From an optimization exercise on the open Yosys and OpenROAD flow, aimed at small area; shortcuts taken in it are not production practice.
Function was checked by simulation only, so behaviour that the tests miss may differ from the original.
No activity file was given, so power comes from the tool's default toggle rates.

## flow/run.sh

```bash
#!/bin/bash
# The standard layout with three changes:
#  - synthesis maps the logic with an area-only ABC script (flow/abc_area.script:
#    no gate upsizing or buffering, which a 15 ns clock does not need) and leaves
#    the adders to ABC instead of extracting half/full adder cells first;
#    registers, their names and cell types are those of the standard synthesis;
#  - the port buffers are sky130_fd_sc_hd__buf_1 cells;
#  - CTS uses small clock buffers and no dummy loads.
set -euo pipefail
cd "$(dirname "$0")/.."
W=$PWD

# synthesis scripts: ORFS's, with the two changes above
rm -rf "$W/own_scripts"
cp -r "$FLOW_HOME/scripts" "$W/own_scripts"
cp "$W/flow/abc_area.script" "$W/own_scripts/abc_area.script"
python3 - "$W/own_scripts/synth.tcl" <<'PY'
import sys
f = sys.argv[1]
s = open(f).read()
old = "if {\n  [env_var_exists_and_non_empty ADDER_MAP_FILE] &&"
assert s.count(old) == 1
s = s.replace(old, "if {\n  0 &&\n  [env_var_exists_and_non_empty ADDER_MAP_FILE] &&")
open(f, "w").write(s)
PY

SCRIPTS_DIR="$W/own_scripts" bash standard.sh synth > "$W/synth.log" 2>&1

export BUFFER_PORTS_ARGS="-buffer_cell sky130_fd_sc_hd__buf_1"
export CTS_ARGS="-sink_clustering_enable -sink_clustering_size 50 -sink_clustering_max_diameter 300 -repair_clock_nets -buf_list {sky130_fd_sc_hd__clkbuf_4 sky130_fd_sc_hd__clkbuf_8} -dont_use_dummy_load"
export SKIP_REPAIR_TIE_FANOUT=1
bash standard.sh > "$W/layout.log" 2>&1
```

## constraint.sdc

```tcl
create_clock -name core_clock -period 15.0 [get_ports {clk}]
set_input_delay 3.0000 -clock core_clock [delete_from_list [all_inputs] [get_ports {clk}]]
set_output_delay 3.0000 -clock core_clock [all_outputs]
set_load 0.01 [all_outputs]
```

## flow/abc_area.script

```
strash
dch -f
amap
topo
```

## standard.sh

```bash
#!/bin/bash
# synth_recipe.tcl (not shown) runs the flow's synth.tcl, then flattens the netlist and writes it again
# the make line also repeats each setting of config.mk as NAME=value (left out here)
make -C /OpenROAD-flow-scripts/flow DESIGN_CONFIG=/design/flow/config.mk WORK_HOME=/design/flow/orfs CLKGATE_MAP_FILE= SYNTH_SCRIPT=/design/flow/synth_recipe.tcl "${@:-finish}"
```

## design.v

```verilog
module irenc (
    input  wire        clk,
    input  wire        rst,           
    input  wire        cmd_valid,
    output wire        cmd_ready,
    input  wire        cmd_proto,     
    input  wire        cfg_power,
    input  wire [2:0]  cfg_mode,
    input  wire [1:0]  cfg_fan,
    input  wire [7:0]  cfg_temp,
    input  wire        cfg_swing,
    input  wire        cfg_sleep,
    output wire        out_valid,
    input  wire        out_ready,
    output wire [15:0] out_data,
    output wire        out_last,
    output wire [8:0]  frm_count,
    output wire [7:0]  frm_freq
);
    reg  [2:0] phase;
    reg  [7:0] p;         
    reg  [1:0] k;         
    reg        cur;       
    reg  [5:0] c;         
    reg       proto;
    reg       power;
    reg [2:0] mode;
    reg [1:0] fan;
    reg [4:0] temp;
    reg       swing;
    reg       sleep;
    wire idle = (phase == 3'd0);
    wire pre  = ~phase[2] & ~idle;
    wire tail = (phase == 3'd7);
    assign cmd_ready = idle;
    always @(posedge clk) begin
        if (idle) begin
            proto <= cmd_proto;
            power <= cfg_power;
            mode  <= cfg_mode;
            fan   <= cfg_fan;
            temp  <= cfg_temp[4:0];
            swing <= cfg_swing;
            sleep <= cfg_sleep;
        end
    end
    reg [2:0] mode_o;
    always @(*) begin
        case (mode)
            3'd0:    mode_o = 3'b001;
            3'd1:    mode_o = 3'b010;
            3'd2:    mode_o = 3'b101;
            3'd3:    mode_o = 3'b100;
            3'd4:    mode_o = 3'b011;
            default: mode_o = 3'b000;
        endcase
    end
    wire [3:0]  temp15 = {temp[3] ^ (temp[2] & temp[1] & temp[0]),
                          temp[2] ^ (temp[1] & temp[0]),
                          temp[1] ^ temp[0],
                          ~temp[0]};
    wire [33:0] code_o = {power, mode_o, fan, 2'b00, swing, 2'b00,
                          temp15, sleep, 16'h0000, 2'b10};
    wire        bit_o  = (p[6:1] < 6'd34) ? code_o[6'd33 - p[6:1]] : 1'b0;
    reg [2:0] mode_g;
    always @(*) begin
        case (mode)
            3'd0:    mode_g = 3'b001;
            3'd1:    mode_g = 3'b100;
            3'd2:    mode_g = 3'b110;
            3'd3:    mode_g = 3'b010;
            default: mode_g = 3'b000;
        endcase
    end
    reg [2:0] fan_g;
    always @(*) begin
        case (fan)
            2'd0:    fan_g = 3'b011;
            2'd1:    fan_g = 3'b010;
            2'd2:    fan_g = 3'b001;
            default: fan_g = 3'b101;
        endcase
    end
    wire       ns   = ~swing;
    wire [7:0] gb1  = {temp[4] ^ ~temp[3], ~temp[3], temp[2:0], ns, ns, ns};
    wire [7:0] gb4  = {fan_g, 5'b00000};
    wire [7:0] gb6  = {mode_g, 2'b00, sleep, 2'b00};
    wire [7:0] gb9  = {2'b00, power, 5'b00000};
    wire [2:0] ck_lo = {sleep ^ ns, ns, ns};
    wire [2:0] ck_f  = fan_g + mode_g + {2'b00, power};
    wire [4:0] ck_hi = temp + 5'd13 + {4'd0, ns & sleep} + {ck_f, 2'b00};
    wire [7:0] gb12  = {ck_hi, ck_lo};
    wire [127:0] gbuf = {24'h000000, gb12, 8'h05, 8'h00, gb9, 8'h00, 8'h00,
                         gb6, 8'h00, gb4, 8'h00, 8'hE0, gb1, 8'hC3};
    wire         bit_g = gbuf[p[7:1]];
    wire hdr  = (p[7:1] == 7'h7F);
    wire lvl  = p[0] ^ (~proto & ~hdr & bit_o);
    wire diff = lvl ^ cur;
    wire wrap = proto ? (p == 8'd207) : (p == 8'd67);
    wire last = tail & p[0];
    reg [1:0] kn;
    always @(*) begin
        if (hdr) begin
            if (p[0])      kn = proto ? 2'd3 : 2'd2;
            else if (tail) kn = proto ? 2'd0 : 2'd3;
            else           kn = 2'd2;
        end else begin
            kn = {1'b0, proto & p[0] & bit_g};
        end
    end
    assign out_valid = ~idle & ~pre & diff;
    wire consume = ~idle & (~diff | pre | out_ready);
    always @(posedge clk) begin
        if (rst) begin
            phase <= 3'd0;
        end else if (idle) begin
            if (cmd_valid) phase <= {cmd_proto, cmd_proto, ~cmd_proto};
        end else if (consume) begin
            if (last)      phase <= 3'd0;
            else if (wrap) phase <= phase + 3'd1;
        end
    end
    always @(posedge clk) begin
        if (idle || (consume && pre && wrap)) begin
            p   <= 8'd254;
            k   <= 2'd1;
            cur <= 1'b0;
        end else if (consume) begin
            p   <= wrap ? 8'd254 : p + 8'd1;
            k   <= diff ? kn : k + 2'd1;
            cur <= lvl;
        end
    end
    always @(posedge clk) begin
        if (idle)             c <= 6'd36;
        else if (pre && diff) c <= c + 6'd1;
    end
    reg [15:0] dur;
    always @(*) begin
        case ({proto, k})
            3'd0:    dur = 16'd992;
            3'd1:    dur = 16'd1984;
            3'd2:    dur = 16'd2976;
            3'd3:    dur = 16'd3968;
            3'd4:    dur = 16'd560;
            3'd5:    dur = 16'd1680;
            3'd6:    dur = 16'd9000;
            default: dur = 16'd4500;
        endcase
    end
    assign out_data  = dur;
    assign out_last  = last;
    assign frm_count = proto ? 9'd211 : {2'b01, c[5], ~c[5], c[4:0]};
    assign frm_freq  = proto ? 8'd38 : 8'd33;
endmodule
```

## config.mk

```make
export PLATFORM = sky130hd
export DESIGN_NAME = irenc
export DESIGN_NICKNAME = irenc
export VERILOG_FILES = /design/flow/design.v
export SDC_FILE = /design/flow/constraint.sdc
export NUM_CORES = 4
export LEC_CHECK = 0
export ABC_AREA = 1
export CAP_MARGIN = 20
export CORE_MARGIN = 2
export CORE_UTILIZATION = 40
export SLEW_MARGIN = 20
export SYNTH_MEMORY_MAX_BITS = 8192
```

==> results list, run 1 <==
- Routability-driven placement finished with a final weighted congestion of 0.922.
- Data required time at the worst endpoint: 12.00 ns
- The run finished with no timing, DRC or antenna violations.
* Global-route wire length before repair: 8290 microns
- VDD sags by at most 0.000102 V.
- Power density of the placed cells: 174 mW/mm^2
- TritonCTS buffer count: 5
- On the final layout, the worst clock skew is 0.0193 ns.
- CTS root buffer: clkbuf_8
* Leading cell types by total area after synthesis: edfxtp_1 19%, dfxtp_1 18%, nor2_1 11%
- The wire-length estimate of the detail-placed layout is 3840 microns.
* Io pins: 57
* DIE AREA: 0.00619 sq mm
* Average cell area after synthesis: 6.95 sq um
* Cell type with the largest total area after synthesis: edfxtp_1
* Routed vias: 2192
* Most frequent cell on the critical path: nor2_1
* RSZ-0062 raised after global routing: false
- Largest net degree at the start of global routing: 21
- After clock tree synthesis, the clock-pin slew on the worst setup and hold paths is 0.08 ns.
* # setup viols final: 0
- Floorplan Core Area: 0.00544 sq mm
* Final Cycle Share: 43.0%
- Worst min-delay path class: reg2reg
* Final Hold Violating Endpoints: 0
- Setup total negative slack on the finished layout was measured at 0 ns.
* Gate Count Post-Synth: 321
- All-layer global routing usage: 17.2%
- The initial antenna violation count is 0.
- The number of different library cells used by synthesis comes to 32.
- In this run the post-CTS setup repair buffer count came out at 0.
* Later-pin clock latency in the skew report: 0.29 ns
- DRC viols: 0
- The worst setup path is captured at an output pin.
- Critical path peak fanout: 16
- TritonCTS built the clock tree.
- Worst setup timing slack at the placement stage: 8.84 ns
* Max Fclk: 155 MHz
* Antenna viol nets, final: 0
* CP cell instances: clkinv_1 -> nand2_1 -> nor2_1 -> nor3_1 -> a311oi_1 -> o21ai_0 -> a31oi_1 -> nor2_1 -> nor2_1 -> a21oi_1 -> nor2_1 -> a21oi_1 -> clkinv_1 -> nor2_1 -> buf_1
- Register area share after synthesis: 36.8%
- Number of buffers between clock root and the deepest sink: 2
- Syn. warnings: 1
- The die is 78.7 microns tall.
- The worst setup path is of the reg2out kind.
* Final max-slew violation count: 0
- The final layout contains 376 nets.
* Most frequent cells in the layout: 68 x nor2_1, 42 x buf_1, 41 x clkinv_1, 36 x a21oi_1, 32 x o21ai_0
- Compared with the post-synthesis result, the final layout area differs by 9.15%.
- The initialized floorplan defines 27 standard-cell rows.
* Critical Path Max Stage Delay: 0.62 ns
- STA classifies the critical path startpoint as a flip-flop.
* H-Tree Level Count: 2
- Using the TritonRoute via totals, the vias-per-cell ratio works out to 5.16.
- Worst Slack Setup Final: 8.55 ns
- Summed over all layers, the global routing overflow is 0.
- Dividing the detail-routed wire length by the instance count gives 12.0 microns.
- Once the clock tree was built, the resizer swapped 0 gates to a different size.
* Synthesized cell area: 0.00223 sq mm
- The number of global-route vias before repair came to 1897.
- After clock tree synthesis, the flow added hold-fix buffers numbering 0.
* Number of synthesized register bits: 34
- STA puts the critical path data arrival time at 3.45 ns.
* Detailed-routing iteration count for the pre-antenna-repair pass: 5
- At the pin with the least slew margin, the transition time is 0.747 ns.
- Port-buffer cells: 42
- Max-cap violations in this run came to 0.
* Tmin final: 6.45 ns
- Once layout is complete, the utilization of the core stands at 44.7%.
- Static leakage power: 0.825 nW
* Antenna diode count: 0
* Relative slew slack: 49.7%
* Total clock sinks: 34
* Slowest cell on the critical path: dfxtp_1
- The initial utilization of the core area, before any placement, comes to 41.0%.
- Leaving out fill and tap cells, the most frequent cell in the layout is nor2_1.
- The first routing iteration left 200 violations.
- From left edge to right edge, the die measures 78.7 microns.
* Area fraction of the dominant cell type after synthesis: 18.9%
* Share of cells above drive strength 1: 1.42%
* Wire length reported by the detailed router: 5100 microns
-- worst max-delay path, delay by kind of cell, from the launching register on --
kind / cells / cell delay [ns]
DFF: 1 / 0.62
buffers and inverters: 3 / 0.86
AOI/OAI and AO/OA: 5 / 0.82
and+or+nand+nor: 7 / 0.85
-- routing by layer --
metal / up-vias / part of all wire (%) / track usage (%)
met3: 11 / 5.1 / 3.56
li1: 1158 / - / -
met2: 62 / 46 / 28.2
met4: 0 / 2.0 / 8.07
met1: 961 / 47 / 21.5
met5: - / 0 / 0
-- final timing paths --
| path | startpoint | cells after the start | endpoint | slack, ns |
|---|---|---|---|---|
| max | p[1] | 15 | out_valid | 8.55 |
| min | c[3] | 2 | c[3] | 0.47 |
| min reg2reg | c[3] | 2 | c[3] | 0.47 |
| max reg2reg | p[1] | 24 | p[3] | 10.49 |
-- cell families (layout without fill, tap and decap cells) --
| kind of cell | Yosys count | count (layout) | synth area share (%) |
|---|---|---|---|
| DFF | 34 | 34 | 36.8 |
| buffers and inverters | 56 | 88 | 12.0 |
| and+or+nand+nor | 132 | 132 | 25.4 |
| other | 2 | 2 | 0.337 |
| AOI/OAI and AO/OA | 97 | 97 | 25.5 |
-- sequential cells by signal (all words and copies together) (netlist names) --
register,flops
swing,1
power,1
cur,1
p,8
temp,5
sleep,1
k,2
proto,1
fan,2
c,6
mode,3
phase,3
-- cell usage after synthesis --
cell and n:
a211o_1 1, a21oi_1 36, o22ai_1 3, nand3_1 8, a22oi_1 1, edfxtp_1 14, a211oi_1 5, dfxtp_1 20
o21ai_0 32, or4_1 1, or3_1 1, o211ai_1 1, nor4_1 4, buf_4 15, a31oi_1 3, conb_1 2
or2_0 8, nor3_1 8, nand2_1 28, o21a_1 1, o221a_1 1, o311ai_0 1, nor2b_1 5, nor2_1 68
and3_1 1, a311oi_1 3, o31a_1 1, a2111oi_0 2, clkinv_1 41, o21bai_1 3, o221ai_1 2, o22a_1 1
-- power by group --
group	switching, mW	internal [mW]
logic	0.137	0.0730
registers	0.0286	0.125
clock network	0.0294	0.0298
total	0.195	0.228
-- area by class of cell --
type	count	area, sq um
sequential	34	821
inverter	41	154
timing repair buffer	42	158
tap	72	90.1
fill	556	3010
clock buffer	5	68.8
multi-input combinational	231	1140
-- stage by stage --
step                      hold WS, ns  cell area (sq um)  power [mW]  std cells
after global placement          0.456               2360       0.363        420
after detailed placement        0.458               2360       0.365        420
after CTS                       0.472               2430       0.426        425
after global routing            0.494               2430       0.463        425
final                           0.468               2430       0.423        425
after floorplan                 0.437               2230       0.314        321
==> inputs of run 2 (changes only) <==
--- a/flow/run.sh
+++ b/flow/run.sh
@@ -28,5 +28,4 @@
 
 export BUFFER_PORTS_ARGS="-buffer_cell sky130_fd_sc_hd__buf_1"
-export CTS_ARGS="-sink_clustering_enable -sink_clustering_size 50 -sink_clustering_max_diameter 300 -repair_clock_nets -buf_list {sky130_fd_sc_hd__clkbuf_4 sky130_fd_sc_hd__clkbuf_8} -dont_use_dummy_load"
-export SKIP_REPAIR_TIE_FANOUT=1
+export CTS_ARGS="-sink_clustering_enable -repair_clock_nets -buf_list {sky130_fd_sc_hd__clkbuf_2 sky130_fd_sc_hd__clkbuf_4} -dont_use_dummy_load"
 bash standard.sh > "$W/layout.log" 2>&1
==> run 2 against run 1 <==
  * Still clean
  * Routed wire length up 2.6%
  * Synthesized area unchanged
  * Combinational power about the same
  * Worst setup slack worse by 0.24 ns
  * Synthesized cell count unchanged
  * Flip-flop and latch count unchanged
  * Global-route usage up 0.50 points
  * Sequential share of layout area about the same
  * Design area up 0.10%
  * Largest cell class unchanged
==> results list, run 2 <==
* Cell variety after synth: 32
- Measured slew at the worst slew-check pin: 0.710 ns
- TritonCTS built the clock tree.
* DRC viols: 0
- Share of total power in sequential cells: 37.8%
* Grt total ovfl: 0
- Dividing the detail-routed wire length by the instance count gives 12.1 microns.
- Across the routed clock network, the largest skew measured is 0.0163 ns.
* Leading register cell type out of synthesis: dfxtp_1
- Synthesized cell area: 0.00223 sq mm
* Largest registers: p: 8 flops, c: 6 flops, temp: 5 flops
- Post-synth EDFFs: 14
- The number of global-route vias before repair came to 1913.
- Setup violations remaining at the end of the flow were counted as 0.
- The worst setup path is captured at an output pin.
* Fin Setup TNS: 0 ns
- Total clock sinks: 34
- The library cells used most frequently in the layout, excluding fill and tap cells, are 68 x nor2_1, 42 x buf_1, 41 x clkinv_1, 36 x a21oi_1, 32 x o21ai_0.
- The floorplan step set the die width to 78.7 microns.
- Once detail routing completed, the nets flagged for antenna violations numbered 0.
- The repair_antennas step left the layout with diodes totalling 0.
- In the final design database the tool counted 385 nets.
- For this block, the initial DRC count from the detailed router was 136.
- Initial core utilization: 41.0%
- Register area share after synthesis: 36.8%
- Async set-reset flop share out of synthesis: 0%
- Global routing used 17.7% of the available tracks.
* Die height: 78.7 microns
- Share of cells above drive strength 1: 1.38%
* Number of buffers between clock root and the deepest sink: 2
- Part of the total power dissipated in combinational logic: 51.8%
- A synthesized cell averages 6.95 sq um.
- Largest net degree at the start of global routing: 21
- Setup repair after global routing left no endpoint under its margin.
- Cell internal power was estimated by the tool at 0.213 mW.
- Number of hold buffers added after cts: 0
* Commonest cells post-synth: 68 x nor2_1, 41 x clkinv_1, 36 x a21oi_1
* Synthesis-to-layout area growth: 9.26%
* Vias per inst: 5.03
* Global-route wire length before repair: 8710 microns
* Final max-slew violation count: 0
* Relative slew slack: 52.1%
- STA classifies the critical path startpoint as a flip-flop.
* Post-CTS Repair Setup Buffers: 0
- Critical path peak fanout: 16
- Floorplan Core Area: 0.00544 sq mm
* Max Fclk: 149 MHz
* Static leakage power: 0.841 nW
* Share of total power in the clock network: 10.4%
- The flow ran to the end and the layout has no timing, DRC or antenna violations.
* Gate Count Post-Synth: 321
- Number of synthesized register bits: 34
- The share of synthesized area in the top cell type comes to 18.9%.
- Cells fill 44.8% of the core in the end.
- Net switching is 47.6% of the power.
* Power density of the placed cells: 167 mW/mm^2
- After clock tree synthesis, the clock-pin slew on the worst setup and hold paths is 0.10 ns.
- After filler insertion, the fill cell instance count of the layout stands at 589.
* CTS root buffer: clkbuf_4
- Counting flops per register, the top entry is p.
* Number of antenna violations at the first check in global routing: 0
- Most common cell in the netlist: nor2_1
- By area the synthesized netlist is led by edfxtp_1 19%, dfxtp_1 18%, nor2_1 11%.
* Data required time at the worst endpoint: 12.00 ns
- Later-pin clock latency in the skew report: 0.32 ns
- TritonCTS buffer count: 5
- Critical Setup Path Class: reg2out
* Cell type with the largest total area after synthesis: edfxtp_1
* Commonest non-fill, non-tap cell in the layout: nor2_1
- The H-tree was split into 2 levels.
- The tool flagged a number of max-cap violations equal to 0.
- Final Hold Slack: 0.481 ns
- The routed layout has 2183 vias.
* Routability-driven placement congestion ratio: 0.917
* Number of gates resized after CTS: 0
- Switching Power: 0.193 mW
- For the worst setup path, the data arrival time is 3.70 ns.
- Pin placement for this block handled 57 I/O pins.
- Standard-cell rows: 27
* Syn. warnings: 1
- Port-buffer cells: 42
- Detailed-routing iteration count for the pre-antenna-repair pass: 4
* IR Drop Worst-Case VDD: 0.0000826 V
- Number of flip-flops in the largest register: 8
- Worst min-delay path class: reg2reg
- DIE AREA: 0.00619 sq mm
- The clock period could shrink to 6.70 ns.
- Summed over all layers, the routed wires come to 5230 microns.
- Final Hold Violating Endpoints: 0
- Final Cycle Share: 44.6%
* DPL Wire Length: 3990 microns
## run 2: cell types whose count changed in the layout (fill, tap and decap cells not counted)
cell / before / now
conb_1: 2 / 11
clkbuf_4: 0 / 5
clkbuf_8: 5 / 0
## run 2: final timing paths
kind,startpoint,slack [ns],cells past startpoint,end
hold / removal,c[4],0.48,1,c[4]
setup reg to reg,p[1],10.41,24,p[3]
hold reg to reg,c[4],0.48,1,c[4]
setup / recovery,p[1],8.30,15,out_valid
## run 2: power groups by stage
stage / Sequential (mW) / Combinational [mW] / Clock (mW)
2_1_floorplan: 0.146 / 0.168 / 0
3_3_place_gp: 0.155 / 0.208 / 0
3_5_place_dp: 0.155 / 0.210 / 0
4_1_cts: 0.153 / 0.211 / 0.0449
5_1_grt: 0.158 / 0.242 / 0.0490
6_report: 0.154 / 0.211 / 0.0423
## run 2: worst max-delay path, stage by stage (launching register included)
cell	delay [ns]
dfxtp_1	0.66
clkinv_1	0.56
nand2_1	0.22
nor2_1	0.05
nor3_1	0.18
a311oi_1	0.07
o21ai_0	0.20
a31oi_1	0.14
nor2_1	0.15
nor2_1	0.05
a21oi_1	0.23
nor2_1	0.07
a21oi_1	0.29
clkinv_1	0.21
nor2_1	0.13
buf_1	0.16
## run 2: cell families after synthesis
group	after synthesis	synth area share [%]
compound gates	97	25.5
buf+inv	56	12.0
flops	34	36.8
other cells	2	0.337
simple gates	132	25.4
## run 2: final cells by class
type                    count  area [sq um]  share of cell area, %
clock buffers               5          37.5                   1.54
inverters                  41           154                   6.32
multi-input cells         240          1180                   48.3
flip-flops and latches     34           821                   33.7
well taps                  72          90.1                   3.70
repair buffers             42           158                   6.47
## run 2: metrics by stage
step	setup slack (ns)	power, mW	instances	cell area, sq um
final	8.30	0.407	434	2440
after CTS	8.35	0.409	434	2440
after global placement	8.75	0.363	429	2400
after floorplan	9.64	0.314	330	2260
after global routing	7.94	0.449	434	2440
after detailed placement	8.74	0.365	429	2400
## run 2: per-layer routing
layer | track usage (%) | wire length [microns]
met5 | 0 | 0
met4 | 4.74 | 25
met3 | 3.56 | 220
met2 | 28.8 | 2440
met1 | 23.8 | 2550
==> inputs of run 3 (changes only) <==
--- a/design.v
+++ b/design.v
@@ -22,5 +22,5 @@
     reg  [1:0] k;         
     reg        cur;       
-    reg  [5:0] c;         
+    reg  [3:0] c;         
     reg       proto;
     reg       power;
@@ -30,6 +30,6 @@
     reg       swing;
     reg       sleep;
-    wire idle = (phase == 3'd0);
-    wire pre  = ~phase[2] & ~idle;
+    wire idle = ~phase[2] & ~phase[1];
+    wire pre  = ~phase[2] & phase[1];
     wire tail = (phase == 3'd7);
     assign cmd_ready = idle;
@@ -62,5 +62,7 @@
     wire [33:0] code_o = {power, mode_o, fan, 2'b00, swing, 2'b00,
                           temp15, sleep, 16'h0000, 2'b10};
-    wire        bit_o  = (p[6:1] < 6'd34) ? code_o[6'd33 - p[6:1]] : 1'b0;
+    wire [5:0]  oi     = p[6:1];
+    wire [15:0] code_h = code_o[33:18];
+    wire        bit_o  = oi[5] ? ~oi[0] : ~oi[4] & code_h[4'd15 - oi[3:0]];
     reg [2:0] mode_g;
     always @(*) begin
@@ -94,8 +96,9 @@
                          gb6, 8'h00, gb4, 8'h00, 8'hE0, gb1, 8'hC3};
     wire         bit_g = gbuf[p[7:1]];
-    wire hdr  = (p[7:1] == 7'h7F);
+    wire hdr  = p[7] & p[6] & p[5];
     wire lvl  = p[0] ^ (~proto & ~hdr & bit_o);
     wire diff = lvl ^ cur;
-    wire wrap = proto ? (p == 8'd207) : (p == 8'd67);
+    wire wrap = p[6] & p[1] & p[0] &
+                (proto ? (p[7] & ~p[5] & p[3] & p[2]) : ~p[7]);
     wire last = tail & p[0];
     reg [1:0] kn;
@@ -115,5 +118,5 @@
             phase <= 3'd0;
         end else if (idle) begin
-            if (cmd_valid) phase <= {cmd_proto, cmd_proto, ~cmd_proto};
+            if (cmd_valid) phase <= {cmd_proto, 1'b1, ~cmd_proto};
         end else if (consume) begin
             if (last)      phase <= 3'd0;
@@ -133,6 +136,6 @@
     end
     always @(posedge clk) begin
-        if (idle)             c <= 6'd36;
-        else if (pre && diff) c <= c + 6'd1;
+        if (idle)             c <= 4'd12;
+        else if (pre && diff) c <= c + 4'd1;
     end
     reg [15:0] dur;
@@ -151,5 +154,6 @@
     assign out_data  = dur;
     assign out_last  = last;
-    assign frm_count = proto ? 9'd211 : {2'b01, c[5], ~c[5], c[4:0]};
+    wire [8:0] ocount = 9'd160 + {4'd0, c, 1'b0} + {5'd0, c};    
+    assign frm_count = proto ? 9'd211 : ocount;
     assign frm_freq  = proto ? 8'd38 : 8'd33;
 endmodule
--- a/flow/run.sh
+++ b/flow/run.sh
@@ -29,3 +29,4 @@
 export BUFFER_PORTS_ARGS="-buffer_cell sky130_fd_sc_hd__buf_1"
 export CTS_ARGS="-sink_clustering_enable -repair_clock_nets -buf_list {sky130_fd_sc_hd__clkbuf_2 sky130_fd_sc_hd__clkbuf_4} -dont_use_dummy_load"
+export SKIP_REPAIR_TIE_FANOUT=1
 bash standard.sh > "$W/layout.log" 2>&1
==> run 3 against run 2 <==
  * Utilization rose by 0.54 points
  * Critical endpoint unchanged
  * Register-to-register slack got worse by 0.15 ns
  * Flip-flop and latch count fell by 2
  * Worst setup slack got worse by 0.0026 ns
  * Sequential power fell by 21%
  * Largest cell class unchanged
  * Critical path depth rose by 1
==> results list, run 3 <==
- Status: finished clean
- In this run the worst hold path is classified as reg2reg.
- RSZ-0062 raised after global routing: false
* Die height: 77.4 microns
- CTS saw 32 sinks.
* Floorplan Core Area: 0.00514 sq mm
- The library cell used most frequently in the layout, excluding fill and tap cells, is nor2_1.
- Using the TritonRoute via totals, the vias-per-cell ratio works out to 5.16.
- Tmin final: 6.70 ns
- For this design, the CTS-stage hold fixing added 0 buffers.
- Antenna viol nets, final: 0
- Antenna diode count: 0
- Routed vias: 2104
- The final hold violation count was 0.
* Cell variety after synth: 33
- After detailed routing, the number of remaining DRC violations is 0.
- Final Cycle Share: 44.7%
- The area growth from synthesis to layout is 8.26%.
- IR Drop Worst-Case VDD: 0.0000585 V
- Largest registers: p: 8 flops, temp: 5 flops, c: 4 flops
- The first TritonRoute pass finished after 4 iterations.
* Global-route wire length before repair: 8460 microns
- CTS root buffer: clkbuf_4
- Most common cell in the netlist: nor2_1
* Standard-cell rows: 26
- Register name with the most flops: p
- Ranked by total cell area, the synthesized netlist is headed by edfxtp_1 20%, dfxtp_1 17%, nor2_1 11%.
- Average cell area after synthesis: 7.06 sq um
- The global routing stage identified its most utilized layer as met2.
- All-layer global routing usage: 17.2%
* Width of the die: 77.4 microns
- Summed over all layers, the routed wires come to 4720 microns.
- Commonest cells post-synth: 65 x nor2_1, 44 x clkinv_1, 30 x o21ai_0
- FILL cells: 560
- STA classifies the critical path endpoint as an output pin.
* Count of max-cap constraint violations: 0
* Critical path peak fanout: 21
- For this run, global-route usage on met1 was measured as 21.8%.
* Post-DR wirelength/cell: 11.6 microns
- The initial antenna violation count is 0.
* Global routing usage on met2: 29.4%
- Derived from the worst setup path, the maximum achievable clock frequency is 149 MHz.
- Number of buffers between clock root and the deepest sink: 2
* Measured slew at the worst slew-check pin: 0.711 ns
* Port-buffer cells: 42
- For this run, the leading register cell type out of synthesis is dfxtp_1.
* Critical Setup Path Class: reg2out
- Routability-driven placement congestion ratio: 0.800
* Flop2flop setup slack: 10.26 ns
* Slowest cell on the critical path: dfxtp_1
- Post-CTS Repair Setup Buffers: 0
* Post-route clock skew: 0.0306 ns
- The later pin in the worst-skew pair is clocked with a latency of 0.33 ns.
- DPL Wire Length: 3640 microns
- The number of global-route vias before repair was 1893.
- The most critical setup path has its startpoint at p[1].
* Grt total ovfl: 0
- The critical path runs through a total of 16 cells.
- The post-route netlist has 1.78% of its cells at a drive strength greater than 1.
- Initial core utilization: 41.9%
- Post-synth EDFFs: 14
- TritonCTS buffer count: 5
- Data required time at the worst endpoint: 12.00 ns
- Register area share after synthesis: 36.3%
- # setup viols final: 0
* Clk slew on worst S/H paths: 0.11 ns
- Global-route met3 utilization: 4.30%
- Hold-critical path depth: 2
* H-Tree Level Count: 2
- In this run the count of I/O pins placed on the die edge is 57.
- Entering global routing, the biggest net connects 22 pins.
- Critical Path Max Stage Delay: 0.78 ns
- In the final design database the tool counted 361 nets.
- The startpoint identified for the worst register-to-register timing path is p[1].
* CP cell instances: clkinv_1 -> nor2_1 -> a221oi_1 -> a21oi_1 -> nor2_1 -> a21oi_1 -> a21oi_1 -> a21oi_1 -> and3_1 -> nor2_1 -> nor2b_1 -> nor2_1 -> a21oi_1 -> clkinv_1 -> nor2_1 -> buf_1
- Async set-reset flop share out of synthesis: 0%
- Number of synthesized register bits: 32
- Cell type with the largest total area after synthesis: edfxtp_1
- Arrival time at the worst endpoint: 3.70 ns
- Static leakage power: 0.821 nW
* Iter 0 DRT Violations: 116
- In this run the cell area of the synthesized design comes to 0.00215 sq mm.
- In the final timing run, aggregate negative setup slack is 0 ns.
- For this run, the number of Yosys warnings is 1.
- Power density of the placed cells: 121 mW/mm^2
- STA classifies the critical path startpoint as a flip-flop.
- Area fraction of the dominant cell type after synthesis: 19.5%
- The register with the most flip-flops in the layout has 8 of them.
- Gate Count Post-Synth: 305
- TritonCTS built the clock tree.
- Utilization after layout: 45.3%
- Final total power: 0.282 mW
* Number of buffer and inverter instances along the worst setup path: 3
- Category of cells accounting for the largest share of critical-path delay: simple AND/OR/NAND/NOR gates
- Critical path endpoint: out_valid
* Worst reg2reg path endpoint: p[6]
* DIE AREA: 0.00598 sq mm
- The number of max-slew violations in the final report was 0.
- Number of gates resized after CTS: 0
- Most frequent cells in the layout: 65 x nor2_1, 44 x clkinv_1, 42 x buf_1, 30 x o21ai_0, 28 x nand2_1
- Depth of the worst register-to-register path: 25
* Relative slew slack: 52.5%
## run 3: final cells by class
type                    count  area (sq um)  share of cell area (%)
well taps                  70          87.6                    3.76
inverters                  44           165                    7.09
repair buffers             43           165                    7.09
clock buffers               5          37.5                    1.61
flip-flops and latches     32           781                    33.5
multi-input cells         214          1090                    46.9
## run 3: stage by stage
step                      hold WS, ns  cells  worst slack, ns  cell area (sq um)
after CTS                       0.518    408             8.29               2330
after global routing            0.549    408             7.85               2330
final                           0.513    408             8.30               2330
after floorplan                 0.476    305             9.38               2150
after global placement          0.500    403             8.65               2290
after detailed placement        0.502    403             8.65               2290
## run 3: how the worst min path moves through the flow
stage / from / to / slack [ns]
final: c[1] / c[1] / 0.51
after global routing: phase[1] / phase[1] / 0.55
after CTS: c[1] / c[1] / 0.52
after detailed placement: c[1] / c[1] / 0.50
after global placement: c[1] / c[1] / 0.50
after floorplan: c[1] / c[1] / 0.48
## run 3: worst register-to-register path, cell delays in order (launching register included)
cell and delay [ns]:
dfxtp_1 0.78, clkinv_1 0.51, nor2_1 0.29, a221oi_1 0.10, a21oi_1 0.17, nor2_1 0.06
a21oi_1 0.13, a21oi_1 0.09, a21oi_1 0.11, and3_1 0.19, nand2_1 0.05, nor2b_1 0.15
nor2_1 0.09, a21oi_1 0.06, clkinv_1 0.13, nor3_1 0.08, nor2_1 0.24, clkinv_1 0.23
nor2_1 0.25, nand2_1 0.14, nor2_1 0.21, nand2_1 0.10, nor2_1 0.18, nand2_1 0.10
clkinv_1 0.07, o221ai_1 0.10
## run 3: routing by layer
metal | share of wire, % | vias to the layer above | wire length (microns)
met1 | 46 | 925 | 2190
met4 | 1.2 | 0 | 55
met5 | 0 | - | 0
met2 | 47 | 52 | 2200
met3 | 5.6 | 6 | 266
li1 | - | 1121 | -
## run 3: report_power, final
group,switching (mW),total [mW],internal (mW)
logic,0.0750,0.119,0.0439
clock network,0.0263,0.0419,0.0156
registers,0.0155,0.121,0.106
total,0.117,0.282,0.165
## run 3: kinds of logic (layout without fill, tap and decap cells)
group           after synthesis  after routing  synth area share, %
compound gates               97             97                 28.4
xor+xnor                      1              1                0.407
buf+inv                      59             92                 12.9
flops                        32             32                 36.3
other cells                   2              2                0.349
simple gates                114            114                 21.7
==> inputs of run 4 (changes only) <==
--- a/flow/run.sh
+++ b/flow/run.sh
@@ -6,5 +6,6 @@
 #    registers, their names and cell types are those of the standard synthesis;
 #  - the port buffers are sky130_fd_sc_hd__buf_1 cells;
-#  - CTS uses small clock buffers and no dummy loads.
+#  - CTS uses small clock buffers and no dummy loads;
+#  - constant nets keep the single tie cell per value that synthesis makes.
 set -euo pipefail
 cd "$(dirname "$0")/.."
==> flow/abc_area.script (replaced) <==
strash
dc2
dch
amap
topo
==> run 4 against run 3 <==
  * Sequential share of layout area is 0.57 points higher
  * Sequential power grew 3%
  * Worst setup slack got worse by 0.029 ns
  * Global-route usage is essentially flat
  * Maximum frequency shrank 0.43%
  * Critical endpoint unchanged
  * Largest power group unchanged
  * Power increased by 3.7%
  * Combinational power is 5% higher
  * Still clean
  * Clock power grew 2%
  * Non-clock buffer count stayed put
  * Die area is 1.7% lower
  * First-iteration DRC count rose by 72%
==> results list, run 4 <==
- The run finished with no timing, DRC or antenna violations.
- Following the worst setup path forward leads to its endpoint at out_valid.
- Leaving out fill and tap cells, the most frequent cell in the layout is nor2_1.
- At the worst endpoint, the required time is 12.00 ns.
- Most frequent cells in the layout: 56 x nor2_1, 42 x clkinv_1, 42 x buf_1, 38 x nand2_1, 31 x o21ai_0
- Final Hold Slack: 0.494 ns
* Number of gates resized after CTS: 0
- The die covers 0.00588 sq mm.
* Port-buffer cells: 42
- The synthesized netlist occupies a cell area of 0.00211 sq mm.
- Detailed-routing iteration count for the pre-antenna-repair pass: 4
- H-Tree Level Count: 2
- Relative slew slack: 50.0%
- The worst setup path is launched from a flip-flop.
* Count of placed standard cells including taps: 397
- Arrival time at the worst endpoint: 3.73 ns
* Share of cells above drive strength 1: 1.81%
- Number of flip-flops in the largest register: 8
- Post-DR wirelength/cell: 11.6 microns
- Counting every instance in the synthesized netlist gives 299.
- Clk slew on worst S/H paths: 0.09 ns
* FILL cells: 547
* Average cell area after synthesis: 7.07 sq um
- Summing the areas of all xor and xnor instances in the mapped netlist gives 0.414% of the synthesized area.
* Count of max-cap constraint violations: 0
- The floorplan step set the die height to 76.7 microns.
- After detailed placement, the total cell area comes to 0.00225 sq mm.
- Setup slack closes at 8.27 ns.
* Global-route wire length before repair: 8310 microns
* Power density of the placed cells: 128 mW/mm^2
- Global routing finished with a remaining overflow of 0.
* IR Drop Worst-Case VDD: 0.0000497 V
* Final total power: 0.292 mW
- Post-Synth Adder-Cell Area: 0%
- Fin Setup TNS: 0 ns
* CTS root buffer: clkbuf_4
- For this run, the share of the core covered by cells in the final layout is 44.9%.
* TritonCTS clock tree: built
- Commonest cells post-synth: 56 x nor2_1, 42 x clkinv_1, 38 x nand2_1
* Post-route clock skew: 0.0111 ns
- Post-layout nets: 355
* Io pins: 57
* Area taken by flip-flops and latches: 781 sq um
- The number of setup buffers added after CTS is 0.
- Later-pin clock latency in the skew report: 0.32 ns
- Post-synth EDFFs: 14
- Routability-driven placement congestion ratio: 0.879
- On the worst path, the slowest cell contributes a delay of 0.81 ns.
- The synthesized netlist contains 37 unique library cells.
* DPL Wire Length: 3610 microns
- Launch point of the worst reg-to-reg path: p[1]
* # setup viols final: 0
* Worst setup timing slack at the placement stage: 8.64 ns
* Synthesis-to-layout area growth: 8.41%
- For this run, design rule violations remaining after detail routing come to 0.
- The detailed router placed 2048 vias in this run.
- In this run the register-to-register setup slack is 9.74 ns.
* Antenna viol nets, final: 0
* Largest registers: p: 8 flops, temp: 5 flops, c: 4 flops
- Slowest cell on the critical path: dfxtp_1
- After clock tree synthesis, the flow added hold-fix buffers numbering 0.
- Syn. warnings: 1
* Largest net degree at the start of global routing: 23
- The clock net in this run drives a total of 32 sinks.
- Setup repair after global routing left no endpoint under its margin.
* Leading cell types by total area after synthesis: edfxtp_1 20%, dfxtp_1 17%, nor2_1 9.9%
- After synthesis, the largest family of logic cells by area is compound AO/OA/AOI/OAI gates.
* Wire length reported by the detailed router: 4640 microns
* Measured slew at the worst slew-check pin: 0.742 ns
- Along the worst path, the maximum fanout reaches 22.
- The critical path in this run is classified as reg2out.
- Static timing analysis puts the maximum clock frequency at 149 MHz.
- The initial antenna violation count was 0.
- After synthesis, the share of cell area in mux cells is 0%.
- edfxtp_1 takes more of the synthesized area than any other cell.
- Number of synthesized register bits: 32
- The die is 76.7 microns wide.
* CP cell instances: clkinv_1 -> nor2_1 -> o311ai_0 -> a311oi_1 -> o31ai_1 -> nand3_1 -> nand4_1 -> nand2_1 -> o21ai_0 -> o21ai_0 -> nor2_1 -> buf_1
* Async set-reset flop share out of synthesis: 0%
- Cell area after layout: 0.00229 sq mm
- Tracing the worst setup path back leads to its startpoint at p[1].
- The smallest clock period supported by the final layout is computed as 6.73 ns.
- The worst path uses 44.8% of the clock period.
- Global routing used 17.2% of the available tracks.
- In this run the critical register-to-register path is captured at p[7].
- Of the synthesized area, sequential elements account for 36.9%.
- Vias per inst: 5.09
* Standard-cell rows: 26
- Number of buffers between clock root and the deepest sink: 2
- 0 antenna diodes ended up in the layout.
- Static leakage power: 0.788 nW
- Capturing element type of the critical path: output pin
- Most common cell in the netlist: nor2_1
- Iter 0 DRT Violations: 200
* Depth of the worst register-to-register path: 22
* Area fraction of the dominant cell type after synthesis: 19.9%
* Number of standard cells in the layout, taps in and fillers out: 402
- Among all flip-flop cells after synthesis, the most frequent one is dfxtp_1.
* Simple-gate share of the synthesized area: 23.6%
- The number of max-slew violations in the final report is 0.
* Register name with the most flops: p
- Initial core utilization: 41.4%
- Floorplan Core Area: 0.00511 sq mm
- Worst min-delay path class: reg2reg
* Combined area of the multi-input logic cells: 0.00106 sq mm
- Via count of the first global-routing pass: 1823
- Final Hold Violating Endpoints: 0
- Share of the synthesized area in compound gates (AO/OA/AOI/OAI): 25.9%
- TritonCTS buffer count: 5
==> run 4: cell types whose count changed after synthesis, sizes merged, moves of 3 or more <==
cell | previous run | this run
a21oi | 26 | 19
nand2 | 28 | 38
nor2 | 65 | 56
nor2b | 3 | 0
nor3 | 7 | 10
o221ai | 6 | 3
o22ai | 7 | 1
==> run 4: routing by layer <==
layer | global-route usage, % | wire (microns)
met2 | 25.8 | 1990
met5 | 0 | 0
met1 | 24.9 | 2330
met3 | 3.53 | 259
met4 | 5.27 | 59
==> run 4: how the worst min path moves through the flow <==
stage	start	endpoint	slack (ns)	depth (start not counted)
after floorplan	phase[0]	phase[0]	0.45	2
after global placement	phase[0]	phase[0]	0.48	2
after detailed placement	phase[0]	phase[0]	0.48	2
after CTS	phase[0]	phase[0]	0.49	2
after global routing	phase[0]	phase[0]	0.53	2
final	phase[0]	phase[0]	0.49	2
==> run 4: cells by family (layout without fill, tap and decap cells) <==
logic type / after synthesis / count (layout)
compound gates: 87 / 87
xor+xnor: 1 / 1
buf+inv: 57 / 90
flops: 32 / 32
other cells: 2 / 2
simple gates: 120 / 120
==> run 4: area by class of cell <==
type / count / share of cell area [%]
well taps: 70 / 3.82
multi-input cells: 210 / 46.4
flip-flops and latches: 32 / 34.1
inverters: 42 / 6.88
clock buffers: 5 / 1.64
repair buffers: 43 / 7.21
==> run 4: report_power, final <==
group,internal (mW),switching [mW]
sequential,0.108,0.0165
combinational,0.0429,0.0818
clock,0.0157,0.0271
total,0.167,0.125
==> run 4: worst max-delay path: cells and delay by family, from the launching register on <==
family	cells	cell delay (ns)
DFF	1	0.81
buffers and inverters	2	0.64
AOI/OAI and AO/OA	5	1.28
and+or+nand+nor	5	0.64
==> inputs of run 5 (changes only) <==
--- a/flow/run.sh
+++ b/flow/run.sh
@@ -6,6 +6,5 @@
 #    registers, their names and cell types are those of the standard synthesis;
 #  - the port buffers are sky130_fd_sc_hd__buf_1 cells;
-#  - CTS uses small clock buffers and no dummy loads;
-#  - constant nets keep the single tie cell per value that synthesis makes.
+#  - CTS uses small clock buffers and no dummy loads.
 set -euo pipefail
 cd "$(dirname "$0")/.."
@@ -29,5 +28,5 @@
 
 export BUFFER_PORTS_ARGS="-buffer_cell sky130_fd_sc_hd__buf_1"
-export CTS_ARGS="-sink_clustering_enable -repair_clock_nets -buf_list {sky130_fd_sc_hd__clkbuf_2 sky130_fd_sc_hd__clkbuf_4} -dont_use_dummy_load"
+export CTS_ARGS="-sink_clustering_enable -sink_clustering_size 40 -sink_clustering_max_diameter 400 -repair_clock_nets -buf_list {sky130_fd_sc_hd__clkbuf_16} -dont_use_dummy_load"
 export SKIP_REPAIR_TIE_FANOUT=1
 bash standard.sh > "$W/layout.log" 2>&1
==> flow/abc_area.script (replaced) <==
strash
dch -f
amap
topo
==> run 5 against run 4 <==
  * Critical path type unchanged
  * Via count is 4.2% higher
  * Sequential share of layout area is 1.8 points lower
  * Sequential power hardly changed
  * Synthesized cell count is 2.0% higher
  * Utilization is 2.2 points higher
  * Still clean
  * Non-clock buffer count stayed put
==> results list, run 5 <==
- The floorplan has 26 rows.
- The top cell types in the final layout, fill and taps aside, are 65 x nor2_1, 44 x clkinv_1, 42 x buf_1, 30 x o21ai_0, 28 x nand2_1.
- Excluding fillers, the count of instances in the completed layout stands at 408.
- Of the cells placed in the final design, the portion with a size suffix greater than 1 is 1.78%.
- After synthesis, the share of flip-flops with an asynchronous set or reset is 0%.
* Critical Path Source: p[1]
- Grt total ovfl: 0
- Number of synthesized register bits: 32
* Share of total power in the clock network: 27.2%
* Cell-internal power: 0.208 mW
* Largest net degree at the start of global routing: 22
- The worst register-to-register path has a setup slack of 10.23 ns.
- The die covers 0.00598 sq mm.
* Post-layout nets: 361
- Cell type with the largest total area after synthesis: edfxtp_1
- After layout, the worst path uses 44.5% of the clock period.
* Iter 0 DRT Violations: 122
- Worst Hold End: c[1]
- In the final routed layout, each cell accounts on average for 11.8 microns.
* Max Fclk: 150 MHz
* Register name with the most flops: p
* Critical Setup Path Class: reg2out
- H-Tree Level Count: 2
- The HPWL after detailed placement is 3640 microns.
- Yosys instantiated no cell more often than nor2_1.
- DRC viols: 0
- Average cell area after synthesis: 7.06 sq um
* Clk slew on worst S/H paths: 0.05 ns
- For this design the ratio of total power to cell area is 137 mW/mm^2.
- In the global route stage, overall resource usage came out at 17.6%.
- Tmin final: 6.67 ns
- Via count of the first global-routing pass: 1951
- Startpoint of the tightest hold check path: c[1]
* Relative slew slack: 51.5%
- Routed vias: 2135
* Switching share of total power: 37.1%
* Count of placed standard cells including taps: 403
* Final max-slew violation count: 0
- Final total power: 0.331 mW
- Switching Power: 0.123 mW
* Number of gates resized after CTS: 0
- Setup repair after global routing left no endpoint under its margin.
* Antenna viol nets, final: 0
* Die height: 77.4 microns
- CTS root buffer: clkbuf_16
- TritonCTS buffer count: 5
- The routed design has 4800 microns of wire.
- Critical path peak fanout: 21
- The first global-routing pass estimated 8610 microns of wire.
- Registers are responsible for 36.7% of the overall power.
- Count of max-cap constraint violations: 0
- Post-route clock skew: 0.0148 ns
- Counting instances, the worst hold path has a depth of 2.
* Total clock sinks: 32
- Worst min-delay path class: reg2reg
* Part of the total power dissipated in combinational logic: 36.0%
- Static leakage power: 0.860 nW
- For this run, the number of Yosys warnings is 1.
- The worst register-to-register path begins at p[1].
- Data arrives at the worst endpoint at 3.67 ns.
- The number of cells on the worst reg-to-reg path is 25.
- Initial core utilization: 41.9%
- In this run, synthesis inferred 14 flip-flops with an integrated enable.
* IR Drop Worst-Case VDD: 0.0000836 V
- STA classifies the critical path endpoint as an output pin.
- Sequential elements use 36.3% of the synthesized area.
- Area fraction of the dominant cell type after synthesis: 19.5%
- Data on the critical path is required at its endpoint by 12.00 ns.
- Critical Path Start Type: flip-flop
- The register with the most flip-flops in the layout has 8 of them.
* Cell variety after synth: 33
- The number of setup buffers added after CTS is 0.
- Leading register cell type out of synthesis: dfxtp_1
* Later-pin clock latency in the skew report: 0.28 ns
- The largest registers in the layout are p: 8 flops, temp: 5 flops, c: 4 flops.
- Commonest non-fill, non-tap cell in the layout: nor2_1
- The initial antenna violation count came to 0.
* Fin Setup TNS: 0 ns
- Detailed-routing iteration count for the pre-antenna-repair pass: 4
- Using the TritonRoute via totals, the vias-per-cell ratio works out to 5.23.
- The final hold violation count was 0.
- Port-buffer cells: 42
- The die is 77.4 microns wide.
- Worst reg2reg path endpoint: p[6]
- Status: finished clean
- After synthesis the cells add up to 0.00215 sq mm.
* Gate Count Post-Synth: 305
- Number of hold buffers added after cts: 0
- TritonCTS clock tree: built
* Routability-driven placement congestion ratio: 0.800
- Relative to the synthesized area, the layout overhead comes to 12.3%.
- Leading cell types by total area after synthesis: edfxtp_1 20%, dfxtp_1 17%, nor2_1 11%
- Ranked by instance count, the synthesized netlist is headed by 65 x nor2_1, 44 x clkinv_1, 30 x o21ai_0.
- The clock passes through at most 2 buffers.
- Measured slew at the worst slew-check pin: 0.726 ns
- # setup viols final: 0
- 57 I/O pins were placed.
* Antenna diode count: 0
* Floorplan Core Area: 0.00514 sq mm
run 5: power groups by stage:
stage	logic, mW	clock network (mW)	registers (mW)
finish	0.119	0.0901	0.122
global route	0.138	0.0964	0.124
CTS	0.120	0.0929	0.122
detailed placement	0.119	0	0.123
global placement	0.118	0	0.123
floorplan	0.0959	0	0.119
run 5: how the worst max path moves through the flow:
stage | endpoint | cells after the start | slack [ns]
finish | out_valid | 16 | 8.33
detailed placement | out_valid | 16 | 8.65
CTS | out_valid | 16 | 8.35
global placement | out_valid | 16 | 8.65
global route | out_valid | 16 | 7.93
floorplan | out_valid | 15 | 9.38
run 5: per-stage QoR:
step           worst slack [ns]  cell area [sq um]  hold WS, ns  utilization, %
2_1_floorplan              9.38               2150        0.476               -
3_3_place_gp               8.65               2290        0.500            44.6
3_5_place_dp               8.65               2290        0.502            44.6
4_1_cts                    8.35               2420        0.510            47.0
5_1_grt                    7.93               2420        0.540            47.0
6_report                   8.33               2420        0.506            47.0
run 5: layer usage:
layer  vias to the layer above  global-route usage (%)  share of wire [%]
met4                         0                    5.54                1.3
met3                         6                    4.30                5.7
met5                         -                       0                  0
met1                       956                    21.8                 46
li1                       1121                       -                  -
met2                        52                    30.3                 47
run 5: cell type report:
class | instances | area, sq um
clock buffers | 5 | 125
fillers | 547 | 2720
inverters | 44 | 165
well taps | 70 | 87.6
repair buffers | 43 | 165
multi-input cells | 214 | 1090
flip-flops and latches | 32 | 781
run 5: critical path, cell delays in order (launching register included):
cell and delay (ns):
dfxtp_1 0.78, clkinv_1 0.51, nor2_1 0.29, a221oi_1 0.10, a21oi_1 0.18, nor2_1 0.06
a21oi_1 0.13, a21oi_1 0.09, a21oi_1 0.11, and3_1 0.19, nor2_1 0.04, nor2b_1 0.18
nor2_1 0.06, a21oi_1 0.18, clkinv_1 0.20, nor2_1 0.12, buf_1 0.17
run 5: cells by family after synthesis:
| family | share of synthesized area (%) |
|---|---|
| flip-flops | 36.3 |
| AO/OA/AOI/OAI | 28.4 |
| other | 0.349 |
| XOR/XNOR | 0.407 |
| AND/OR/NAND/NOR | 21.7 |
| buffers and inverters | 12.9 |
==> inputs of run 6 (changes only) <==
--- a/design.v
+++ b/design.v
@@ -89,11 +89,28 @@
     wire [7:0] gb6  = {mode_g, 2'b00, sleep, 2'b00};
     wire [7:0] gb9  = {2'b00, power, 5'b00000};
-    wire [2:0] ck_lo = {sleep ^ ns, ns, ns};
-    wire [2:0] ck_f  = fan_g + mode_g + {2'b00, power};
-    wire [4:0] ck_hi = temp + 5'd13 + {4'd0, ns & sleep} + {ck_f, 2'b00};
-    wire [7:0] gb12  = {ck_hi, ck_lo};
-    wire [127:0] gbuf = {24'h000000, gb12, 8'h05, 8'h00, gb9, 8'h00, 8'h00,
-                         gb6, 8'h00, gb4, 8'h00, 8'hE0, gb1, 8'hC3};
-    wire         bit_g = gbuf[p[7:1]];
+    wire [7:0] ga8  = 8'hA8;    
+    wire [2:0] gbit = p[3:1];
+    wire [3:0] gbyt = p[7:4];
+    wire g1 = gb1[gbit];
+    wire g4 = gb4[gbit];
+    wire g6 = gb6[gbit];
+    wire g9 = gb9[gbit];
+    wire [2:0] col = {2'b00, ga8[gbit]} + {2'b00, g1} + {2'b00, g4} +
+                     {2'b00, g6} + {2'b00, g9} + {1'b0, c[1:0]};
+    reg bit_g;
+    always @(*) begin
+        case (gbyt)
+            4'd0:    bit_g = 8'hC3 >> gbit;
+            4'd1:    bit_g = g1;
+            4'd2:    bit_g = 8'hE0 >> gbit;
+            4'd4:    bit_g = g4;
+            4'd6:    bit_g = g6;
+            4'd9:    bit_g = g9;
+            4'd11:   bit_g = 8'h05 >> gbit;
+            4'd12:   bit_g = col[0];
+            default: bit_g = 1'b0;
+        endcase
+    end
+    wire ck_step = (gbyt == 4'd12) & p[0];
     wire hdr  = p[7] & p[6] & p[5];
     wire lvl  = p[0] ^ (~proto & ~hdr & bit_o);
@@ -136,6 +153,7 @@
     end
     always @(posedge clk) begin
-        if (idle)             c <= 4'd12;
-        else if (pre && diff) c <= c + 4'd1;
+        if (idle)                       c <= 4'd12;
+        else if (pre && diff)           c <= c + 4'd1;
+        else if (proto && consume && ck_step) c[1:0] <= col[2:1];
     end
     reg [15:0] dur;
--- a/flow/run.sh
+++ b/flow/run.sh
@@ -1,4 +1,4 @@
 #!/bin/bash
-# The standard layout with three changes:
+# The standard layout with these changes:
 #  - synthesis maps the logic with an area-only ABC script (flow/abc_area.script:
 #    no gate upsizing or buffering, which a 15 ns clock does not need) and leaves
@@ -6,10 +6,11 @@
 #    registers, their names and cell types are those of the standard synthesis;
 #  - the port buffers are sky130_fd_sc_hd__buf_1 cells;
-#  - CTS uses small clock buffers and no dummy loads.
+#  - CTS uses small clock buffers and no dummy loads;
+#  - constant nets keep the single tie cell per value that synthesis makes.
 set -euo pipefail
 cd "$(dirname "$0")/.."
 W=$PWD
 
-# synthesis scripts: ORFS's, with the two changes above
+# synthesis scripts: ORFS's, with the synthesis changes above
 rm -rf "$W/own_scripts"
 cp -r "$FLOW_HOME/scripts" "$W/own_scripts"
@@ -28,5 +29,5 @@
 
 export BUFFER_PORTS_ARGS="-buffer_cell sky130_fd_sc_hd__buf_1"
-export CTS_ARGS="-sink_clustering_enable -sink_clustering_size 40 -sink_clustering_max_diameter 400 -repair_clock_nets -buf_list {sky130_fd_sc_hd__clkbuf_16} -dont_use_dummy_load"
+export CTS_ARGS="-sink_clustering_enable -repair_clock_nets -buf_list {sky130_fd_sc_hd__clkbuf_2 sky130_fd_sc_hd__clkbuf_4} -dont_use_dummy_load"
 export SKIP_REPAIR_TIE_FANOUT=1
 bash standard.sh > "$W/layout.log" 2>&1
==> flow/abc_area.script (replaced) <==
strash
dc2
dch
amap
topo
--- a/config.mk
+++ b/config.mk
@@ -7,7 +7,8 @@
 export LEC_CHECK = 0
 export ABC_AREA = 1
-export CAP_MARGIN = 20
+export CAP_MARGIN = 0
 export CORE_MARGIN = 2
 export CORE_UTILIZATION = 40
-export SLEW_MARGIN = 20
+export GPL_TIMING_DRIVEN = 0
+export SLEW_MARGIN = 0
 export SYNTH_MEMORY_MAX_BITS = 8192
==> run 6 against run 5 <==
  * Still clean on timing, DRC and antenna
  * Count of clock-buffer cells in the layout unchanged
  * Non-clock buffer count increased by 15
  * Maximum frequency rose by 4.1%
  * Clock skew rose by 0.0051 ns
  * Routed wire length shrank 6.1%
  * Critical path depth is 1 lower
  * Combinational power grew 8%
  * Worst setup slack gained 0.26 ns
  * Register-to-register slack got worse by 0.04 ns
  * Flip-flop and latch count unchanged
  * Critical path type unchanged
  * Highest routed layer unchanged
==> results list, run 6 <==
- The run finished with no timing, DRC or antenna violations.
- Of all nets on the critical path, the largest fanout is 10.
- The count of buffers added on input and output ports is 42.
- The register with the most flip-flops in the layout has 8 of them.
* CTS root buffer: clkbuf_4
- Switching Power: 0.123 mW
- The count of cells in the finished layout, fillers not included, comes to 399.
- Number of hold buffers added after cts: 0
- In this run, the combinational gates consume 43.7% of the power.
* IR Drop Worst-Case VDD: 0.0000626 V
* Arrival time at the worst endpoint: 3.41 ns
- The floorplan step defined a die boundary enclosing 0.00566 sq mm.
- Share of the synthesized area in compound gates (AO/OA/AOI/OAI): 24.7%
* Measured slew at the worst slew-check pin: 0.629 ns
* Tmin final: 6.41 ns
- For this block, the routed nets add up to 4510 microns of wire.
* Count of max-cap constraint violations: 0
- Final Hold Slack: 0.492 ns
- Syn. warnings: 1
* TritonCTS buffer count: 5
* Post-layout nets: 355
- Cell variety after synth: 35
* Xor and xnor fraction of the mapped netlist area: 0%
* Cell type with the largest total area after synthesis: edfxtp_1
* Category of cells accounting for the largest share of critical-path delay: simple AND/OR/NAND/NOR gates
- Vias per inst: 5.12
- Area fraction of the dominant cell type after synthesis: 20.7%
* Largest registers: p: 8 flops, temp: 5 flops, c: 4 flops
- TritonCTS clock tree: built
* Final max-slew violation count: 0
- On the worst path, the slowest cell contributes a delay of 0.55 ns.
- Of the available clock period, the critical path in the final layout requires 42.7%.
* Fin Setup TNS: 0 ns
* # setup viols final: 0
* Power density of the placed cells: 126 mW/mm^2
* Later-pin clock latency in the skew report: 0.34 ns
- The critical path in this run is classified as reg2out.
- Iter 0 DRT Violations: 82
- Most frequent cell on the critical path: nor2_1
- FILL cells: 520
* Utilization after layout: 48.3%
- Number of gates resized after CTS: 0
- Grt total ovfl: 0
- Largest net degree at the start of global routing: 19
* Initial core utilization: 42.1%
- Ranked by flip-flop count, first place goes to p.
- Cell area after layout: 0.00232 sq mm
- Routability-driven placement congestion ratio: 0.849
- Most frequent cells in the layout: 69 x nor2_1, 42 x buf_1, 40 x clkinv_1, 25 x nand2_1, 21 x a21oi_1
* H-Tree Level Count: 2
* Synthesized cell area: 0.00203 sq mm
* Share of total power in the clock network: 14.2%
- Leading cell types by total area after synthesis: edfxtp_1 21%, dfxtp_1 18%, nor2_1 13%
* Data required time at the worst endpoint: 12.00 ns
- Die height: 75.2 microns
* Final Hold Violating Endpoints: 0
* Share of total power in sequential cells: 42.1%
- Static leakage power: 0.825 nW
* Worst min-delay path class: reg2reg
* Commonest non-fill, non-tap cell in the layout: nor2_1
- Post-route clock skew: 0.0198 ns
* Floorplan Core Area: 0.00482 sq mm
* Relative slew slack: 57.7%
- Among all stages on the critical path, the largest delay is contributed by dfxtp_1.
- Simple-gate share of the synthesized area: 23.5%
- Net switching is 42.1% of the power.
- No sink is reached through more buffers than the 2 on the longest clock path.
* Width of the die: 75.2 microns
* Standard-cell rows: 25
- After synthesis, the largest family of logic cells by area is compound AO/OA/AOI/OAI gates.
* Io pins: 57
* RSZ-0062 raised after global routing: false
* Post-synth EDFFs: 14
* DRC viols: 0
- Timing would allow up to 156 MHz.
- Together, buffers and inverters on the worst path number 2.
- Register area share after synthesis: 38.5%
- All-layer global routing usage: 17.3%
- Number of synthesized register bits: 32
- Routed vias: 2041
- Yosys instantiated no cell more often than nor2_1.
* Antenna diode count: 0
- Gate Count Post-Synth: 284
- CP cell instances: clkinv_1 -> nor2_1 -> nand2_1 -> o32a_1 -> o41ai_1 -> nand3_1 -> nand2_1 -> a41oi_1 -> nor4_1 -> nor2_1 -> nor2b_1 -> nor2_1 -> a21oi_1 -> nor2_1 -> buf_1
- DPL Wire Length: 3610 microns
- Of the cells placed in the final design, the portion with a size suffix greater than 1 is 6.63%.
* Antenna viol nets, final: 0
- Post-CTS Repair Setup Buffers: 0
- Critical Path Start Type: flip-flop
- Count of placed standard cells including taps: 394
- Post-DR wirelength/cell: 11.3 microns
- Post-Synth Adder-Cell Area: 0%
- Synthesis-to-layout area growth: 14.6%
* Average cell area after synthesis: 7.14 sq um
- After clock tree synthesis, the clock-pin slew on the worst setup and hold paths is 0.10 ns.
* Via count of the first global-routing pass: 1681
- CTS saw 32 sinks.
- The first detailed-routing pass ran for 6 iterations.
- Capturing element type of the critical path: output pin
* Commonest cells post-synth: 70 x nor2_1, 40 x clkinv_1, 25 x nand2_1
* Cell-internal power: 0.169 mW
* Leading register cell type out of synthesis: dfxtp_1
- Of all flip-flops after synthesis, the portion carrying an async set or reset was 0%.
* Global-route wire length before repair: 7450 microns
- The initial antenna violation count came to 0.
* Fraction of synthesized area in multiplexers: 0%
* Placement Cell Area: 0.00229 sq mm
==> run 6: cell count changes after synthesis, sizes merged, moves of 4 or more <==
cell	change
clkinv	-4
a31oi	+4
nor2	+5
o21ai	-12
a21oi	-5
o22ai	-5
==> run 6: layout make-up <==
type                       instances  area (sq um)  share of cell area, %
inverter                          40           150                   6.46
clock buffer                       5          37.5                   1.61
timing repair buffer              43           173                   7.43
multi-input combinational        197           987                   42.5
tap                               67          83.8                   3.61
sequential                        32           781                   33.6
buffer                            15           113                   4.84
==> run 6: routing by layer <==
| layer | GRT usage, % | routed length, microns | vias up |
|---|---|---|---|
| met1 | 24.3 | 2190 | 904 |
| met3 | 4.02 | 244 | 7 |
| met4 | 6.43 | 74 | 0 |
| li1 | - | - | 1080 |
| met2 | 26.1 | 2000 | 50 |
| met5 | 0 | 0 | - |
==> run 6: per-stage QoR <==
stage / total power, mW / worst slack [ns]
final: 0.293 / 8.59
after global routing: 0.322 / 8.16
after CTS: 0.296 / 8.59
after detailed placement: 0.254 / 9.00
after global placement: 0.251 / 8.99
after floorplan: 0.218 / 9.63
==> run 6: kinds of logic (layout without fill, tap and decap cells) <==
| group | Yosys count | in the layout |
|---|---|---|
| AOI/OAI and AO/OA | 78 | 78 |
| and+or+nand+nor | 117 | 117 |
| DFF | 32 | 32 |
| buffers and inverters | 55 | 103 |
| other | 2 | 2 |
==> run 6: power groups by stage <==
stage                     clock (mW)  sequential (mW)  combinational [mW]
after global placement             0            0.126               0.125
final                         0.0416            0.123               0.128
after detailed placement           0            0.126               0.128
after global routing          0.0471            0.126               0.149
after floorplan                    0            0.121              0.0968
after CTS                     0.0439            0.124               0.129
==> run 6: final timing paths <==
kind	from	to	slack [ns]	cells past startpoint
max	p[1]	out_valid	8.59	15
min	phase[0]	phase[0]	0.49	2
max reg2reg	p[1]	p[7]	10.19	24
min reg2reg	phase[0]	phase[0]	0.49	2
==> run 6: tightest hold or removal path, delay by kind of cell, from the launching register on <==
kind	cells	cell delay, ns
compound gates	1	0.06
buf+inv	1	0.07
flops	1	0.32
==> inputs of run 7 (changes only) <==
--- a/config.mk
+++ b/config.mk
@@ -7,8 +7,7 @@
 export LEC_CHECK = 0
 export ABC_AREA = 1
-export CAP_MARGIN = 0
+export CAP_MARGIN = 20
 export CORE_MARGIN = 2
 export CORE_UTILIZATION = 40
-export GPL_TIMING_DRIVEN = 0
-export SLEW_MARGIN = 0
+export SLEW_MARGIN = 20
 export SYNTH_MEMORY_MAX_BITS = 8192
==> run 7 against run 6 <==
  * Still clean
  * Design area shrank 5.3%
  * Routed wire length grew 1.4%
  * Hold slack lost 0.0049 ns
  * Clock power grew 2%
  * Worst setup slack lost 0.087 ns
==> results list, run 7 <==
- Counting flops with a built-in enable in the synthesized netlist gives 14.
* Leading register cell type out of synthesis: dfxtp_1
- Max Fclk: 154 MHz
* Detailed-routing iteration count for the pre-antenna-repair pass: 4
* Critical Setup Path Class: reg2out
* Largest net degree at the start of global routing: 22
* Standard-cell rows: 25
- The path class of the tightest hold or removal check is reg2reg.
* Number of hold buffers added after cts: 0
* Tmin final: 6.50 ns
* Syn. warnings: 1
- After Yosys synthesis, XOR and XNOR cells account for 0% of the synthesized area.
- Status: finished clean
- Global routing finished with a remaining overflow of 0.
- After clock tree synthesis, the clock-pin slew on the worst setup and hold paths is 0.11 ns.
- Final max-slew violation count: 0
- Utilization after layout: 45.7%
- The clock net in this run drives a total of 32 sinks.
- Post-CTS timing repair inserted 0 buffers for setup.
* Area fraction of the dominant cell type after synthesis: 20.7%
- Cell variety after synth: 35
- Of all nets on the critical path, the largest fanout is 10.
* FILL cells: 529
- Counting instances in the post-synthesis netlist gives the leading cell types as 70 x nor2_1, 40 x clkinv_1, 25 x nand2_1.
- Arrival time at the worst endpoint: 3.50 ns
- Cell type with the largest total area after synthesis: edfxtp_1
* Leading cell types by total area after synthesis: edfxtp_1 21%, dfxtp_1 18%, nor2_1 13%
- Combinational family with the most area after synthesis: compound AO/OA/AOI/OAI gates
- Using the TritonRoute via totals, the vias-per-cell ratio works out to 5.09.
- Iter 0 DRT Violations: 156
- The synthesized netlist devotes 0% of its cell area to adder and majority cells.
* Static leakage power: 0.744 nW
- Relative to the synthesized area, the layout overhead comes to 8.57%.
- Worst setup timing slack at the placement stage: 8.93 ns
* DPL Wire Length: 3530 microns
- In this run the vertical extent of the chip is 75.2 microns.
- Later-pin clock latency in the skew report: 0.35 ns
- Global-route wire length before repair: 7560 microns
* Most frequent cell on the critical path: nor2_1
* Average cell area after synthesis: 7.14 sq um
- After synthesis, the share of cell area in mux cells is 0%.
- The worst setup path is captured at an output pin.
* Share of cells above drive strength 1: 1.89%
* Number of flip-flops in the largest register: 8
- After technology mapping, the gate count stands at 284.
* TritonCTS buffer count: 5
* Antenna diode count: 0
- In the post-route analysis, the smallest setup slack over all paths is 8.50 ns.
* Most frequent cells in the layout: 70 x nor2_1, 42 x buf_1, 40 x clkinv_1, 25 x nand2_1, 21 x a21oi_1
- After floorplanning, the core was sized to cover 0.00482 sq mm.
- DIE AREA: 0.00566 sq mm
- The worst-case IR drop observed on VDD is 0.0000513 V.
- Wire length reported by the detailed router: 4570 microns
- Post-layout nets: 340
* Commonest non-fill, non-tap cell in the layout: nor2_1
* Number of buffers between clock root and the deepest sink: 2
- The synthesized netlist devotes 23.5% of its cell area to simple gates.
- Measured along the x axis, the die boundary spans 75.2 microns.
- Number of antenna violations at the first check in global routing: 0
* Critical Path Max Stage Delay: 0.55 ns
- Final Hold Violating Endpoints: 0
* Measured slew at the worst slew-check pin: 0.659 ns
* Routed vias: 1956
* Async set-reset flop share out of synthesis: 0%
- The signal on the critical path passes through clkinv_1 -> nor2_1 -> nand2_1 -> o32a_1 -> o41ai_1 -> nand3_1 -> nand2_1 -> a41oi_1 -> nor4_1 -> nor2_1 -> nor2b_1 -> nor2_1 -> a21oi_1 -> nor2_1 -> buf_1.
- Dividing total power by cell area gives a power density of 131 mW/mm^2.
- The count of buffers added on input and output ports is 42.
- Together, buffers and inverters on the worst path number 2.
- TritonCTS built the clock tree.
- Critical Path Start Type: flip-flop
==> run 7: cells by family (layout without fill, tap and decap cells) <==
| kind of cell | count (synthesis) | after routing |
|---|---|---|
| and+or+nand+nor | 117 | 117 |
| AOI/OAI and AO/OA | 78 | 78 |
| buffers and inverters | 55 | 88 |
| DFF | 32 | 32 |
| other | 2 | 2 |
==> run 7: routing by layer <==
metal,part of all wire [%],vias to the layer above,track usage (%)
met4,1.4,0,5.46
met5,0,-,0
met1,50,871,24.4
met2,45,26,27.2
met3,3.7,6,4.02
li1,-,1053,-
==> run 7: through the flow <==
step / std cells / hold WS, ns / power, mW / cell area (sq um)
after floorplan: 284 / 0.450 / 0.218 / 2030
after global placement: 379 / 0.471 / 0.247 / 2160
after detailed placement: 379 / 0.473 / 0.248 / 2160
after CTS: 384 / 0.489 / 0.290 / 2200
after global routing: 384 / 0.521 / 0.317 / 2200
final: 384 / 0.487 / 0.288 / 2200
==> run 7: tightest hold or removal path, cell delays in order, from the launching register on <==
cell	delay (ns)
dfxtp_1	0.32
clkinv_1	0.06
a211oi_1	0.06
==> run 7: power breakdown <==
part / total [mW] / switching (mW) / internal (mW)
clock network: 0.0425 / 0.0269 / 0.0156
logic: 0.122 / 0.0825 / 0.0400
registers: 0.123 / 0.0148 / 0.109
total: 0.288 / 0.124 / 0.164
==> run 7: final timing paths <==
| kind | start | end | slack [ns] | depth (start not counted) |
|---|---|---|---|---|
| setup / recovery | p[1] | out_valid | 8.50 | 15 |
| hold / removal | phase[0] | phase[0] | 0.49 | 2 |
| setup reg to reg | p[1] | p[7] | 10.10 | 24 |
| hold reg to reg | phase[0] | phase[0] | 0.49 | 2 |
==> run 7: final cells by class <==
type | instances | area, sq um | share of cell area, %
inverters | 40 | 150 | 6.82
clock buffers | 5 | 37.5 | 1.70
flip-flops and latches | 32 | 781 | 35.5
well taps | 67 | 83.8 | 3.81
multi-input cells | 197 | 985 | 44.7
repair buffers | 43 | 165 | 7.50

Re-timed with assumed drivers on the ports (clkbuf_16 on the clock, buf_2 on other inputs), run 7 has 8.478 ns of setup slack against 8.504 ns with ideal ports, and 8.833 ns once port delays also move by the mid clock arrival of 0.355 ns.
